Source: an optimization exercise on an open RTL-to-GDS flow (aim: small area). Production flows keep margins and buffers that such runs may drop. The RTL was checked by simulation tests, not by an equivalence proof against the original design. Power is estimated from default activity; no workload was simulated.

File: design/flow/constraint.sdc
create_clock -name core_clock -period 10.0 [get_ports {clk}]
set_input_delay 2.0000 -clock core_clock [delete_from_list [all_inputs] [get_ports {clk}]]
set_output_delay 2.0000 -clock core_clock [all_outputs]
set_load 0.01 [all_outputs]
File: design/flow/standard.sh
#!/bin/bash
# synth_recipe.tcl (not shown) runs the flow's synth.tcl, then flattens the netlist and writes it again
# the make line also repeats each setting of config.mk as NAME=value (left out here)
make -C /OpenROAD-flow-scripts/flow DESIGN_CONFIG=/design/flow/config.mk WORK_HOME=/design/flow/orfs CLKGATE_MAP_FILE= SYNTH_SCRIPT=/design/flow/synth_recipe.tcl "${@:-finish}"
File: design/flow/design.v
module ledcube_core (
    input  wire        clk,
    input  wire        rst,
    input  wire        cmd_valid,
    output wire        cmd_ready,
    input  wire [63:0] cmd,
    output reg         rsp_valid,
    output wire [35:0] rsp_data,
    input  wire        tick,
    output wire        tick_ready,
    output wire        blank,
    output wire        latch,
    output wire [8:0]  layer_en,
    output wire        sclk,
    output wire        sdata,
    output reg  [1:0]  fault,
    output wire        mem_en,
    output wire        mem_we,
    output wire [10:0] mem_addr,
    output wire [35:0] mem_wdata,
    input  wire [35:0] mem_rdata
);
    localparam [1:0] S_IDLE = 2'd0,    
                     S_CLR  = 2'd1,    
                     S_STB  = 2'd2,    
                     S_BST  = 2'd3;    
    function [9:0] code;
        input [3:0] x;
        input [3:0] y;
        input [3:0] z;
        reg f;
        begin
            f = x[3] | y[3] | z[3];
            code[9]   = f;
            code[8:6] = f ? {x[3], y[3], z[3]} : y[2:0];
            code[5:3] = x[3] ? y[2:0] : x[2:0];
            code[2:0] = z[3] ? y[2:0] : z[2:0];
        end
    endfunction
    function [3:0] inc4;
        input [3:0] v;
        inc4 = {v[3] ^ (v[2] & v[1] & v[0]), v[2] ^ (v[1] & v[0]), v[1] ^ v[0], ~v[0]};
    endfunction
    function [5:0] dec6;
        input [5:0] v;
        dec6 = {v[5] ^ ~|v[4:0], v[4] ^ ~|v[3:0], v[3] ^ ~|v[2:0], v[2] ^ ~|v[1:0],
                v[1] ^ ~v[0], ~v[0]};
    endfunction
    reg [1:0] st;
    reg       rend;      
    reg       ready;     
    reg [5:0] b;         
    reg [3:0] x, z;      
    reg [3:0] n;         
    wire idle = (st == S_IDLE);
    wire clr  = (st == S_CLR);
    wire stb  = (st == S_STB);
    wire bst  = (st == S_BST);
    wire [3:0] op = cmd[63:60];
    wire [3:0] cx = cmd[47:44];
    wire [3:0] cy = cmd[43:40];
    wire [3:0] cz = cmd[39:36];
    wire z_res = ~|cmd[59:48];
    wire z_col = ~|cmd[35:0];
    wire z_xyz = ~|cmd[47:36];
    wire is_cmt = (op == 4'h4);
    wire legal = z_res & ((op == 4'h1) |
                          (((op == 4'h2) | (op == 4'h3)) & z_col) |
                          (is_cmt & z_col & z_xyz));
    wire in_range = (~cx[3] | ~|cx[2:0]) & (~cy[3] | ~|cy[2:0]) &
                    (~cz[3] | ~|cz[2:0]);
    assign cmd_ready  = idle & ~|fault;
    assign tick_ready = idle & b0 & ~|fault;
    wire acc  = cmd_valid & cmd_ready;
    wire tacc = tick & ~cmd_valid & tick_ready;
    wire b0   = (b == 6'd0);
    wire tail = z[3] & (z[1] | z[0]);                  
    wire bend = b0 & z[3] & z[1] & x[2] & x[0];        
    wire cwrap = x[3] & z[3];                          
    reg [5:0] b_d;
    reg [3:0] x_d, z_d;
    always @(*) begin
        case (st)
        S_IDLE: begin
            b_d = tacc ? 6'd3 : b0 ? 6'd0 : dec6(b);
            x_d = cx;
            z_d = cz;
        end
        S_STB: begin
            b_d = b0 ? 6'd35 : dec6(b);
            x_d = 4'd0;
            z_d = 4'd0;
        end
        S_BST: begin
            b_d = (bend & ready & n == 4'd1) ? 6'd0 : b0 ? 6'd35 : dec6(b);
            x_d = (bend | (b0 & x[3])) ? 4'd0 : b0 ? inc4(x) : x;
            z_d = bend ? 4'd0 : (b0 & x[3]) ? inc4(z) : z;
        end
        default: begin  
            b_d = cwrap ? (b0 ? 6'd8 : dec6(b)) : b;
            x_d = x[3] ? 4'd0 : inc4(x);
            z_d = x[3] ? (z[3] ? 4'd0 : inc4(z)) : z;
        end
        endcase
    end
    wire [3:0] ya = idle ? cy : clr ? b_d[3:0] : n;
    assign mem_en    = 1'b1;
    assign mem_we    = clr | (acc & ~cmd[62] & ~cmd[61]);
    assign mem_addr  = {rend ^ ~(idle ? cmd[60] : clr), code(x_d, ya, z_d)};
    assign mem_wdata = cmd[35:0] & {36{~clr}};
    assign rsp_data  = mem_rdata;
    wire rbit = b[5] ? mem_rdata[{4'b1000, b[1:0]}] : mem_rdata[b[4:0]];
    assign sclk  = bst;
    assign sdata = rbit & ~tail;
    assign blank = stb;
    assign latch = stb & b[1] & ~b[0];
    assign layer_en = {n == 4'd0, n == 4'd8, n == 4'd7, n == 4'd6, n == 4'd5,
                       n == 4'd4, n == 4'd3, n == 4'd2, n == 4'd1};
    always @(posedge clk) begin
        b <= b_d;
        x <= x_d;
        z <= z_d;
        if (rst) begin
            st        <= S_CLR;
            rend      <= 1'b0;
            ready     <= 1'b0;
            n         <= 4'd1;
            fault     <= 2'd0;
            rsp_valid <= 1'b0;
            b         <= 6'd0;
            x         <= 4'd0;
            z         <= 4'd0;
        end else begin
            rsp_valid <= 1'b0;
            case (st)
            S_IDLE: begin
                if (acc) begin
                    if (!legal)
                        fault <= 2'd1;
                    else if (is_cmt)
                        ready <= 1'b1;
                    else if (!in_range)
                        fault <= 2'd2;
                    else
                        rsp_valid <= 1'b1;
                end else if (tacc) begin
                    st <= S_STB;
                end
            end
            S_STB: begin
                if (~b[1] & b[0]) begin
                    n <= (n == 4'd8) ? 4'd0 : inc4(n);
                    if (n == 4'd0 && ready)
                        rend <= ~rend;
                end
                if (b0)
                    st <= S_BST;
            end
            S_BST: begin
                if (bend)
                    st <= (ready && n == 4'd1) ? S_CLR : S_IDLE;
            end
            default: begin  
                if (cwrap && b == 6'd1) begin
                    if (ready || rend) begin
                        st        <= S_IDLE;
                        rsp_valid <= ready;
                        ready     <= 1'b0;
                    end else begin
                        rend <= 1'b1;
                    end
                end
            end
            endcase
        end
    end
endmodule
File: design/flow/flow/run.sh
#!/bin/bash
# Standard ORFS layout, with the smallest buffer for the port buffers and a
# small clock tree. Every tool's output goes to its own log.
set -euo pipefail
bash standard.sh \
  "BUFFER_PORTS_ARGS=-buffer_cell sky130_fd_sc_hd__buf_1" \
  "CTS_ARGS=-sink_clustering_enable -repair_clock_nets -dont_use_dummy_load -root_buf sky130_fd_sc_hd__clkbuf_8 -buf_list sky130_fd_sc_hd__clkbuf_8" \
  finish > make_finish.log 2>&1
File: design/flow/config.mk
export PLATFORM = sky130hd
export DESIGN_NAME = ledcube_core
export DESIGN_NICKNAME = ledcube_core
export VERILOG_FILES = /design/flow/design.v
export SDC_FILE = /design/flow/constraint.sdc
export NUM_CORES = 8
export LEC_CHECK = 0
export CAP_MARGIN = 20
export CORE_MARGIN = 2
export CORE_UTILIZATION = 60
export PLACE_DENSITY = 0.7
export SLEW_MARGIN = 20
==> impl_metrics.csv <==
group,metric,value,unit
clock_network,cts_num_sinks,25,
setup_path,critical_path.startpoint_type,"flop",
pwr,power.static_leakage,1.26,nW
outcome,outcome,"timing/DRC/antenna clean",
synth,synth.distinct_cells,68,
synth,synthTopCellsByArea,"sky130_fd_sc_hd__dfxtp_1, sky130_fd_sc_hd__nor2b_1, sky130_fd_sc_hd__buf_4, sky130_fd_sc_hd__ha_1, sky130_fd_sc_hd__mux4_2",
synth,syn-mean-instance-area,7.40,µm²
die,vertical_extent_of_the_die,77.0,µm
placed_design,gp_routability_congestion,0.969,
synth,synth-edff-count,0,
pwr,power_per_cell_area,113,nW/µm²
sta,min_period_over_period,54.0,%
sta,drv_slew,0,
min_path,min_path_type,"reg -> reg",
clock_network,cts.root.buffer_cell,"sky130_fd_sc_hd__clkbuf_8",
sta,setup_tns,0,ns
sta,clock-skew-final,0.0106,ns
global_routing,first_pass_grt_wire_length,16500,µm
clock_network,cts_setup_buffers,0,
detailed_routing,route.detailed.vias_per_inst,5.85,
pwr,peakVddDrop,0.0694,mV
synth,synth_compound_gate_area_share,23.5,%
setup_path,timing.critical_path.required,8.00,ns
synth,syn-instance-count,432,
clock_network,cts_repair_resize_count,0,
clock_network,path_clk_slew,0.10,ns
synth,postSynth.topFlopCell,"sky130_fd_sc_hd__dfxtp_1",
setup_path,critPathKind,"reg -> out",
clock_network,clkLatencyLatePin,0.28,ns
clock_network,cts-buffers-inserted,3,
die,chipWidth,77.0,µm
synth,synth.largest_area_cell,"sky130_fd_sc_hd__dfxtp_1",
synth,synth_seq_cells,25,
final_layout,post_layout_nonfiller_instances,650,
detailed_routing,routed_wire_length_per_instance,15.6,µm
synth,synthAdderAreaFrac,6.65,%
setup_path,timing.critical_path.arrival,3.40,ns
die,ios,207,
clock_network,hold_buffers,0,
global_routing,groute.usage.overall,33.6,%
detailed_routing,vias,3801,
detailed_routing,first_iter_violations,285,
synth,synth_xor_area_share,0.274,%
clock_network,ctsHtreeMaxLevel,1,
synth,dominant_combinational_cell_family_by_area_after_synthesis,"simple AND/OR/NAND/NOR gates",
placed_design,io_buffers,205,
detailed_routing,detailedRoute.firstPassIterationCount,5,
placed_design,place_inst,647,
die,fp.dieArea,5930,µm²
detailed_routing,route.detailed.drc,0,
final_layout,nNetsFinal,703,
detailed_routing,drt.antenna.violating_nets,0,
synth,ys_warn_count,1,
sta,timing.fmax,185,MHz
sta,rsz0062_at_grt,"no",
global_routing,maximum_number_of_pins_on_one_net_before_global_route_repair,59,
sta,report.final.setup_viol,0,
synth,syn_nets,553,
detailed_routing,finalWirelength,10200,µm
setup_path,critical_path_peak_fanout,18,
placed_design,place.detailed.hpwl,8080,µm
setup_path,end_kind,"primary output",
synth,synth.top_cells.by_count,"sky130_fd_sc_hd__nor2b_1, sky130_fd_sc_hd__buf_4, sky130_fd_sc_hd__nor2_1",
sta,slew_headroom,40.7,%
sta,final_period_minus_worst_setup_slack,5.40,ns
synth,ys_seq_area_share,15.6,%
global_routing,number_of_antenna_violations_at_the_first_check_in_global_routing,0,
clock_network,tritoncts,"built",
final_layout,num-fill-cells,441,
synth,post-synth-top-area-fraction,15.6,%
synth,synthSimpleGateAreaFrac,32.4,%
sta,finalHoldViolations,0,
die,coreArea,5140,µm²
final_layout,final_layout_size_suffix_gt1_share,4.66,%
final_layout,flow.area_growth_from_synthesis,16.6,%
synth,post_synth_mux_area_share,7.08,%
die,rows,26,
synth,post-synth-top-count-cell,"sky130_fd_sc_hd__nor2b_1",
clock_network,clock_tree.buffer_depth,2,
final_layout,n_antenna_cell,0,
flow_run,cap_viol_max_count,0,
die,floorplan.initialDensity,62.2,%
global_routing,globalRoute.totalOverflow,0,
synth,ys_async_sr_fraction,0,%
synth,synthesis.area,3200,µm²
global_routing,via_count_of_the_first_global_routing_pass,3580,
sta,max_slew.worst_pin.slew,0.890,ns
==> logic make-up (layout without fill, tap and decap cells) <==
group,after synthesis,in the layout
adder cells (fa/ha/maj),17,17
AND/OR/NAND/NOR,191,191
multiplexers,15,15
XOR/XNOR,1,1
buffers and inverters,80,228
other,1,1
AO/OA/AOI/OAI,102,102
flip-flops,25,25
==> layout by cell type (no fill, tap or decap), drive strengths merged, types with 8 or more instances in the layout <==
| cell | n |
|---|---|
| ha | 17 |
| nor3 | 14 |
| and2 | 11 |
| mux2i | 8 |
| nor4 | 13 |
| o21ai | 17 |
| a21oi | 16 |
| dfxtp | 25 |
| buf | 207 |
| a31oi | 10 |
| nor2b | 49 |
| inv | 17 |
| nand3 | 10 |
| nand2 | 29 |
| nor2 | 34 |
==> report_power, final <==
part | leakage (nW) | internal [W] | total (W) | switching (W)
logic | 1.03 | 0.0000933 | 0.000237 | 0.000144
registers | 0.203 | 0.000108 | 0.000124 | 0.0000160
clock network | 0.0216 | 0.0000271 | 0.0000617 | 0.0000346
==> path summary, 6_finish.rpt <==
kind	start	end	slack (ns)	cells past startpoint
worst max-delay path	b[0]	mem_addr[6]	4.60	10
worst min-delay path	fault[0]	fault[0]	0.51	2
worst max register to register	st[0]	st[0]	6.97	8
worst min register to register	fault[0]	fault[0]	0.51	2
==> state kept, by name (all words and copies together) (netlist names) <==
| register | count |
|---|---|
| fault | 2 |
| z | 4 |
| st | 2 |
| x | 4 |
| rend | 1 |
| b | 6 |
| n | 4 |
| rsp_valid | 1 |
| ready | 1 |
==> final cells by class <==
type / instances / area, µm² / share of cell area [%]
sequential: 25 / 500 / 13.4
clock buffer: 3 / 41.3 / 1.11
tap: 70 / 87.6 / 2.35
inverter: 18 / 72.6 / 1.95
multi-input combinational: 327 / 2240 / 60.1
timing repair buffer: 207 / 785 / 21.0
==> per-layer routing <==
layer / share of wire (%) / global-route usage [%] / vias up
met2: 51 / 62.5 / 202
li1: - / - / 1842
met1: 39 / 42.0 / 1738
met5: 0 / 0 / -
met4: 1.9 / 8.39 / 0
met3: 7.6 / 2.47 / 19
==> worst max-delay path: stages (launching register included) <==
cell and delay (ns):
sky130_fd_sc_hd__dfxtp_1 0.91, sky130_fd_sc_hd__inv_1 0.20, sky130_fd_sc_hd__ha_1 0.29, sky130_fd_sc_hd__or3b_4 0.29, sky130_fd_sc_hd__clkinv_4 0.10, sky130_fd_sc_hd__a21oi_1 0.22, sky130_fd_sc_hd__nand2_1 0.11, sky130_fd_sc_hd__a311oi_1 0.34
sky130_fd_sc_hd__a21oi_1 0.15, sky130_fd_sc_hd__o31ai_1 0.32, sky130_fd_sc_hd__buf_1 0.19
==> through the flow <==
step                area, µm²  hold WS, ns  util (%)  total power (W)  setup WS (ns)
finish                   3730        0.507      72.5         0.000423           4.60
global route             3730        0.535      72.5         0.000451           4.28
CTS                      3730        0.509      72.5         0.000421           4.63
detailed placement       3690        0.495      71.7         0.000360           4.67
global placement         3690        0.492      71.7         0.000356           4.66
floorplan                3200        0.494         -         0.000295           5.01

-- what the ideal ports hide --
Ports are ideal in the flow. The routed layout listed here was re-timed in OpenROAD.
Step 1, drivers: a clkbuf_16 drives clk and a buf_2 each remaining input, both assumed.
Step 2 moves the port delays by t, midway between the first and last clock arrival at a register: inputs arrive t later, outputs are due t later. That takes back most of the time a late clock gives input paths.
Slacks: no drivers / after step 1 / after step 2; pairs: no drivers / after step 1.
t, ns: 0.301
setup WS [ns]: 4.601 / 4.572 / 4.634
worst register clock-pin slew, ns: 0.10 / 0.10
worst data-port slew with drivers (ns): 0.05
After both steps setup and hold are still met in this run. The setup slack of this run moves by -0.029 ns with the drivers and by +0.033 ns with both steps.
